What follows belongs to an exercise in optimizing a design on an open flow for small area; a production flow would make more cautious choices. RTL that was checked went through simulation tests only; none was proved equivalent to the original. Power and IR drop assume default switching activity.

==> inputs of run E <==
==> flow/design.v (excerpt) <==
module rpi433_core (
    input  wire        clk,
    input  wire        rst,
    input  wire        rx_in,
    input  wire        cmd_valid,
    input  wire [11:0] cmd,
    input  wire [15:0] rd_addr,
    output wire        tx_out,
    output wire        tx_busy,
    output wire        rx_done,
    output wire        rx_ovr,
    output wire        cmd_err,
    output wire [2:0]  rx_stat,
    output wire [4:0]  rx_cause,
    output wire [7:0]  rx_len,
    output wire [5:0]  rx_nbytes,
    output wire [15:0] min_low,
    output wire [15:0] min_high,
    output wire [7:0]  rd_data
);
clock: 12.0 ns
lec_check: 0
cap_margin: 20
core_margin: 2
core_utilization: 65
gpl_timing_driven: 0
place_density: 0.8
slew_margin: 20
standard.sh (not shown) runs the stock make flow with config.mk's settings and CLKGATE_MAP_FILE= SYNTH_SCRIPT=/design/flow/synth_recipe.tcl, a recipe that flattens the netlist after the stock synthesis.
==> flow/flow/run.sh <==
#!/bin/bash
# Layout flow: the standard flow (standard.sh) with these changes.
#  1. Synthesis is the standard one, but ABC maps the logic with flow/abc_map.script
#     (area-recovering mapping rounds) instead of ORFS's abc_speed.script, and adders
#     are left to ABC (no ADDER_MAP_FILE) instead of being mapped to ha/fa cells first.
#     Registers are mapped before ABC runs, so they are the standard synthesis's
#     registers.
#  2. Ports are buffered with sky130_fd_sc_hd__buf_1.
#  3. CTS uses clkbuf_16 with larger sink clusters and inserts no dummy loads.
#  4. The buffers synthesis puts on pass-through (constant) outputs are removed at
#     floorplan (REMOVE_ABC_BUFFERS), as timing-driven placement would otherwise do.
# Each step's output goes to a log file in this folder.
set -euo pipefail
here=$(pwd)
rm -rf "$here/scripts_abc"
cp -r "$FLOW_HOME/scripts" "$here/scripts_abc"
cp "$here/flow/abc_map.script" "$here/scripts_abc/abc_speed.script"
export REMOVE_ABC_BUFFERS=1
export BUFFER_PORTS_ARGS="-buffer_cell sky130_fd_sc_hd__buf_1"
export CTS_ARGS="-sink_clustering_enable -repair_clock_nets -sink_clustering_size 34 -sink_clustering_max_diameter 60 -buf_list sky130_fd_sc_hd__clkbuf_16 -dont_use_dummy_load"
SCRIPTS_DIR="$here/scripts_abc" ADDER_MAP_FILE= bash standard.sh synth > "$here/synth.log" 2>&1
bash standard.sh > "$here/layout.log" 2>&1
==> flow/flow/abc_map.script <==
&get -n
&st
&dc2
&dch -f
&nf -R 1000 -p -F 8 -A 4
&st
&syn2
&dc2
&if -g -K 6
&synch2
&nf -R 1000 -p -F 8 -A 4
&st
&syn2
&if -g -K 6
&synch2
&nf -R 1000 -p -F 8 -A 4
&st
&dc2
&dch -f
&nf -R 1000 -p -F 8 -A 4
&put
topo
stime -c
dnsize -c
==> run A (differences from run E) <==
--- a/flow/design.v
+++ b/flow/design.v
@@ -26,40 +26,63 @@
     localparam [3:0] OP_TXCLR = 4'h1, OP_TXPUSH = 4'h2, OP_TXGO = 4'h3,
                      OP_RXACK = 4'h4, OP_ERRCLR = 4'h5;
     localparam [6:0] END_P = 7'd100;
     function [7:0] key_byte;
         input [3:0] i;
-        key_byte = (i[3:1] != 3'd0) ? {i, i} : (i[0] ? 8'h07 : 8'hC5);
+        case (i)
+            4'd0:  key_byte = 8'hC5;
+            4'd1:  key_byte = 8'h07;
+            4'd2:  key_byte = 8'h22;
+            4'd3:  key_byte = 8'h33;
+            4'd4:  key_byte = 8'h44;
+            4'd5:  key_byte = 8'h55;
+            4'd6:  key_byte = 8'h66;
+            4'd7:  key_byte = 8'h77;
+            4'd8:  key_byte = 8'h88;
+            4'd9:  key_byte = 8'h99;
+            4'd10: key_byte = 8'hAA;
+            4'd11: key_byte = 8'hBB;
+            4'd12: key_byte = 8'hCC;
+            4'd13: key_byte = 8'hDD;
+            4'd14: key_byte = 8'hEE;
+            default: key_byte = 8'hFF;
+        endcase
     endfunction
     function [7:0] sig_byte;
         input [1:0] i;
-        sig_byte = i[1] ? (i[0] ? 8'h1B : 8'h5C) : (i[0] ? 8'hF9 : 8'h63);
+        case (i)
+            2'd0: sig_byte = 8'h63;
+            2'd1: sig_byte = 8'hF9;
+            2'd2: sig_byte = 8'h5C;
+            default: sig_byte = 8'h1B;
+        endcase
     endfunction
     integer     q;
     reg [4:0]   ph;              
     reg [1:0]   txphase;         
     reg [1:0]   txrg;            
     reg         txlevel;
     reg [7:0]   txhold;
     reg [2:0]   txbc;            
-    reg [4:0]   txcnt;           
+    reg [5:0]   txcnt;           
     reg [5:0]   txlen;
     reg [7:0]   txchk;           
     reg [255:0] txr;             
+    reg [7:0]   txp;             
     reg         txpv;            
     reg [7:0]   txn;             
     reg         cmderr;
     reg [1:0]   rxphase;
     reg         level;
     reg [6:0]   elapsed;         
     reg [6:0]   unit;            
+    reg [3:0]   m10;             
     reg         bad;
     reg         cwovf;
     reg [9:0]   cwcnt;
     reg [6:0]   run_lo, run_hi;
-    reg [6:0]   ev1_dur, ev2_dur;    
-    wire [3:0]  m10 = ev2_dur[3:0];
+    reg [6:0]   ev1_dur, ev2_dur;
     reg [7:0]   sr;              
     reg [5:0]   rxcnt;
     reg         nz;              
     reg         sigbad;          
     reg [7:0]   nlen;            
@@ -72,26 +95,25 @@
     reg [4:0]   rxcause;
     reg [7:0]   rxlen;
     reg [5:0]   rxnbytes;
     reg [6:0]   minlow, minhigh;
     reg         rxdone, rxovr;
-    wire [7:0] tx_enc = txn ^ key_byte(txcnt[3:0]);        
     reg  [7:0] tx_frame_byte;
     always @* begin
         case (txrg)
             G_SIG:   tx_frame_byte = sig_byte(txcnt[1:0]);
             G_LEN:   tx_frame_byte = {2'b00, txlen};
-            G_PAY:   tx_frame_byte = tx_enc;
+            G_PAY:   tx_frame_byte = txn ^ key_byte(txcnt[3:0]);
             default: tx_frame_byte = txchk;
         endcase
     end
     wire       tx_frame_bit = tx_frame_byte[3'd7 - txbc];
     wire       tx_hold  = (txhold > 8'd1);
     wire       tx_bit   = (txphase == T_RUN) && !tx_hold;      
     wire       tx_bend  = tx_bit && (txbc == 3'd7);           
-    wire [4:0] txcnt_p1 = txcnt + 1'b1;
-    wire       tx_pay_last = (txcnt_p1 == txlen[4:0]);    
+    wire [5:0] txcnt_p1 = txcnt + 1'b1;
+    wire       tx_pay_last = (txcnt_p1 == txlen);
     reg [1:0]  txphase_s;
     always @* begin
         txphase_s = txphase;
         if (txphase == T_IDLE || tx_hold)
             txphase_s = txphase;
@@ -115,12 +137,12 @@
                      !(do_txclr || do_txpush || do_txgo);
     wire [4:0] tx_wsl   = txlen[4:0] + ph + {4'd0, !txpv};    
     wire       tx_podd  = !(txlen[0] ^ ph[0]);                  
     wire       tx_dir   = do_txpush && !tx_podd;
     wire       tx_we    = txpv || tx_dir;
-    wire [7:0] tx_wd    = txpv ? txchk : arg;
-    wire [4:0] tx_rsl   = txcnt + ph;
+    wire [7:0] tx_wd    = txpv ? txp : arg;
+    wire [4:0] tx_rsl   = txcnt[4:0] + ph;
     wire       tx_fetch = (tx_rsl[2:0] == 3'd7) && (txrg == G_LEN || (txrg == G_PAY && txbc == 3'd0));
     wire [6:0] diff     = (elapsed == 7'd127) ? 7'd127 : elapsed + 1'b1;
     wire       gate     = (rxphase != R_IDLE) && (diff > END_P);
     wire       changed  = (rx_in != level);
     wire       accepted = changed && (diff >= 7'd2);
@@ -162,17 +184,16 @@
     end
     wire fin_ok = (fin_stat == ST_OK);
     wire rxdone_h = do_rxack ? 1'b0 : rxdone;
     wire rxovr_h  = do_rxack ? 1'b0 : rxovr;
     always @(posedge clk) begin
-        for (q = 0; q < 32; q = q + 2)
-            txr[8*q +: 8] <= ~((tx_we && tx_wsl[4:1] == q[4:1]) ? (q[1] ? tx_wd : ~tx_wd)
-                                                              : txr[8*((q+31)%32) +: 8]);
-        for (q = 1; q < 32; q = q + 2)
-            txr[8*q +: 8] <= txr[8*(q-1) +: 8];
+        for (q = 0; q < 32; q = q + 1)
+            txr[8*q +: 8] <= (q[0] == 1'b0 && tx_we && tx_wsl[4:1] == q[4:1]) ? tx_wd
+                                                                           : txr[8*((q+31)%32) +: 8];
+        txp <= arg;
         if (tx_fetch)
-            txn <= ~txr[8*{tx_rsl[4:3], 3'd7} +: 8];      
+            txn <= txr[8*{tx_rsl[4:3], 3'd7} +: 8];
         bank0 <= {bank0[247:128], (wr16 && disp)  ? pend : bank0[127:120],
                   bank0[119:0],   (wr0 && disp)   ? pend : bank0[255:248]};
         bank1 <= {bank1[247:128], (wr16 && !disp) ? pend : bank1[127:120],
                   bank1[119:0],   (wr0 && !disp)  ? pend : bank1[255:248]};
         if (byte_store)
@@ -180,25 +201,15 @@
         if (byte_store && rxcnt == 6'd4)
             nlen <= byte_n;
         if (do_record && !cwcnt[9]) begin
             ev1_dur <= diff;
             ev2_dur <= ev1_dur;
-        end else if (is_first) begin
-            ev2_dur[3:0] <= 4'd1;
-        end else if (rxphase == R_START && !accepted) begin
-            ev2_dur[3:0] <= (m10 == 4'd9) ? 4'd0 : m10 + 1'b1;
         end
-        if (do_txgo)
-            txchk <= 8'h00;
-        else if (tx_idle_s)
-            txchk <= arg;
-        else if (tx_bend && txrg == G_PAY)
-            txchk <= txchk ^ tx_enc;
         if (do_txgo) begin
             txhold <= 8'd10;
             txbc   <= 3'd0;
-            txcnt  <= 5'd0;
+            txcnt  <= 6'd0;
             txrg   <= G_SIG;
         end else if (tx_hold) begin
             txhold <= txhold - 1'b1;
         end else if (txphase == T_FIN) begin
             txhold <= 8'd150;
@@ -209,11 +220,11 @@
                 case (txrg)
                     G_SIG: begin
                         txcnt <= txcnt_p1;
                         if (txcnt[1:0] == 2'd3) begin
                             txrg  <= G_LEN;
-                            txcnt <= 5'd0;
+                            txcnt <= 6'd0;
                         end
                     end
                     G_LEN: txrg <= (txlen == 6'd0) ? G_CHK : G_PAY;
                     G_PAY: begin
                         txcnt <= txcnt_p1;
@@ -221,22 +232,26 @@
                     end
                     default: ;
                 endcase
             end
         end
-        if (is_first)
+        if (is_first) begin
             unit <= 7'd0;
-        else if (rxphase == R_START && !accepted)
+            m10  <= 4'd1;
+        end else if (rxphase == R_START && !accepted) begin
             unit <= unit + (m10 != 4'd0);
+            m10  <= (m10 == 4'd9) ? 4'd0 : m10 + 1'b1;
+        end
     end
     always @(posedge clk) begin
         if (rst) begin
             ph       <= 5'd0;
             txphase  <= T_IDLE;
             txlevel  <= 1'b0;
             txlen    <= 6'd0;
             txpv     <= 1'b0;
+            txchk    <= 8'h00;
             cmderr   <= 1'b0;
             rxphase  <= R_IDLE;
             level    <= 1'b0;
             elapsed  <= 7'd0;
             bad      <= 1'b0;
@@ -265,14 +280,18 @@
             if (txphase == T_FIN && !tx_hold)
                 txlevel <= 1'b0;
             else if (tx_bit)
                 txlevel <= ~txlevel;
             txpv <= do_txpush && tx_podd;
-            if (do_txclr)
+            if (do_txclr) begin
                 txlen <= 6'd0;
-            if (do_txpush)
+                txchk <= 8'h00;
+            end
+            if (do_txpush) begin
                 txlen <= txlen + 1'b1;
+                txchk <= txchk ^ arg ^ key_byte(txlen[3:0]);
+            end
             if (do_txgo) begin
                 txlevel <= 1'b1;
                 txphase <= T_RUN;
             end
             if (do_errclr)
@@ -343,19 +362,12 @@
                 end
             end
         end
     end
     wire [4:0] rd_sl   = rd_addr[4:0] + ph;
-    reg  [7:0] rd_b0, rd_b1;
-    always @* begin
-        rd_b0 = 8'h00;
-        rd_b1 = 8'h00;
-        for (q = 0; q < 32; q = q + 1) begin
-            rd_b0 = rd_b0 | ({8{rd_sl == q && !disp}} & bank0[8*q +: 8]);
-            rd_b1 = rd_b1 | ({8{rd_sl == q &&  disp}} & bank1[8*q +: 8]);
-        end
-    end
+    wire [7:0] rd_b0   = bank0[8*rd_sl +: 8];
+    wire [7:0] rd_b1   = bank1[8*rd_sl +: 8];
     wire       rd_ok   = (rd_addr[15:8] == 8'h00) && (rd_addr[7:0] < rxlen);
     assign tx_out    = txlevel;
     assign tx_busy   = (txphase != T_IDLE);
     assign rx_done   = rxdone;
     assign rx_ovr    = rxovr;
@@ -364,7 +376,7 @@
     assign rx_cause  = rxcause;
     assign rx_len    = rxlen;
     assign rx_nbytes = rxnbytes;
     assign min_low   = {9'd0, minlow};
     assign min_high  = {9'd0, minhigh};
-    assign rd_data   = rd_ok ? (rd_b1 | rd_b0) : 8'h00;
+    assign rd_data   = rd_ok ? (disp ? rd_b1 : rd_b0) : 8'h00;
 endmodule
==> flow/flow/run.sh (replaced) <==
#!/bin/bash
# Standard layout, with the smallest buffer on the ports and no dummy clock loads.
set -euo pipefail
export BUFFER_PORTS_ARGS="-buffer_cell sky130_fd_sc_hd__buf_1"
export CTS_ARGS="-sink_clustering_enable -repair_clock_nets -sink_clustering_size 20 -sink_clustering_max_diameter 45 -buf_list sky130_fd_sc_hd__clkbuf_8 -dont_use_dummy_load"
bash standard.sh > flow.log 2>&1
==> flow/config.mk (replaced) <==
export PLATFORM = sky130hd
export DESIGN_NAME = rpi433_core
export DESIGN_NICKNAME = rpi433_core
export VERILOG_FILES = /design/flow/design.v
export SDC_FILE = /design/flow/constraint.sdc
export NUM_CORES = 4
export LEC_CHECK = 0
export CAP_MARGIN = 20
export CORE_MARGIN = 2
export CORE_UTILIZATION = 40
export CTS_BUF_LIST = sky130_fd_sc_hd__clkbuf_8
export CTS_CLUSTER_DIAMETER = 50
export CTS_CLUSTER_SIZE = 18
export SLEW_MARGIN = 20
removed: flow/flow/abc_map.script
==> notes.md <==
metric                                                                                           run E           run A
Worst r2r src                                                                               elapsed[5]      elapsed[0]
Start point of the worst hold path                                                            txr[162]       bank0[41]
Wire length of the first global-routing pass                                                 121800 um       112100 um
Mean cell area of the mapped netlist                                                         11.63 um2       12.94 um2
Maximum number of pins on one net before global-route repair                                        35              57
Tap cells                                                                                          592            1080
Post-synthesis share of cell area spent on full adders, half adders and majority gates         0.4778%          3.637%
Clock-net power                                                                              0.00160 W       0.00178 W
Met2 global-route usage                                                                         51.39%          26.14%
Reg2reg setup slack                                                                            6.14 ns         5.34 ns
Post-Synth XOR/XNOR Area                                                                        2.031%          2.478%
Number of inserted filler cells in the final layout                                               3076            7566
Outcome                                                                                 finished clean  finished clean
No functional check of the RTL was part of run A.

==> separate check: timing with driven ports <==
In the flow no input, the clock included, has a driving cell. The finished layouts below were timed again as built, in two steps.
Step 1 sets driving cells, clkbuf_16 on the clock port and buf_2 on the other inputs (assumed; they add their load-dependent delay and slew).
Step 2 times the ports against the registers' clock, not the clock port: input delays grow and output delays shrink by t, the midpoint of the rising clock arrivals with the driver on.
a / b / c = ideal / step 1 / step 2; a / b = the first two.
| run | shift t [ns] | setup WS [ns] | worst setup path at the end | worst data-port slew with drivers (ns) |
|---|---|---|---|---|
| run E | 0.663 | 2.548 / 2.483 / 2.483 | input to output | 0.11 |
| run A | 0.744 | 3.843 / 3.820 / 3.820 | input to output | 0.05 |
After both steps setup and hold are still met in every run listed. For run E, which loses most, drivers alone change the setup slack by -0.065 ns; drivers and shift together by -0.065 ns.
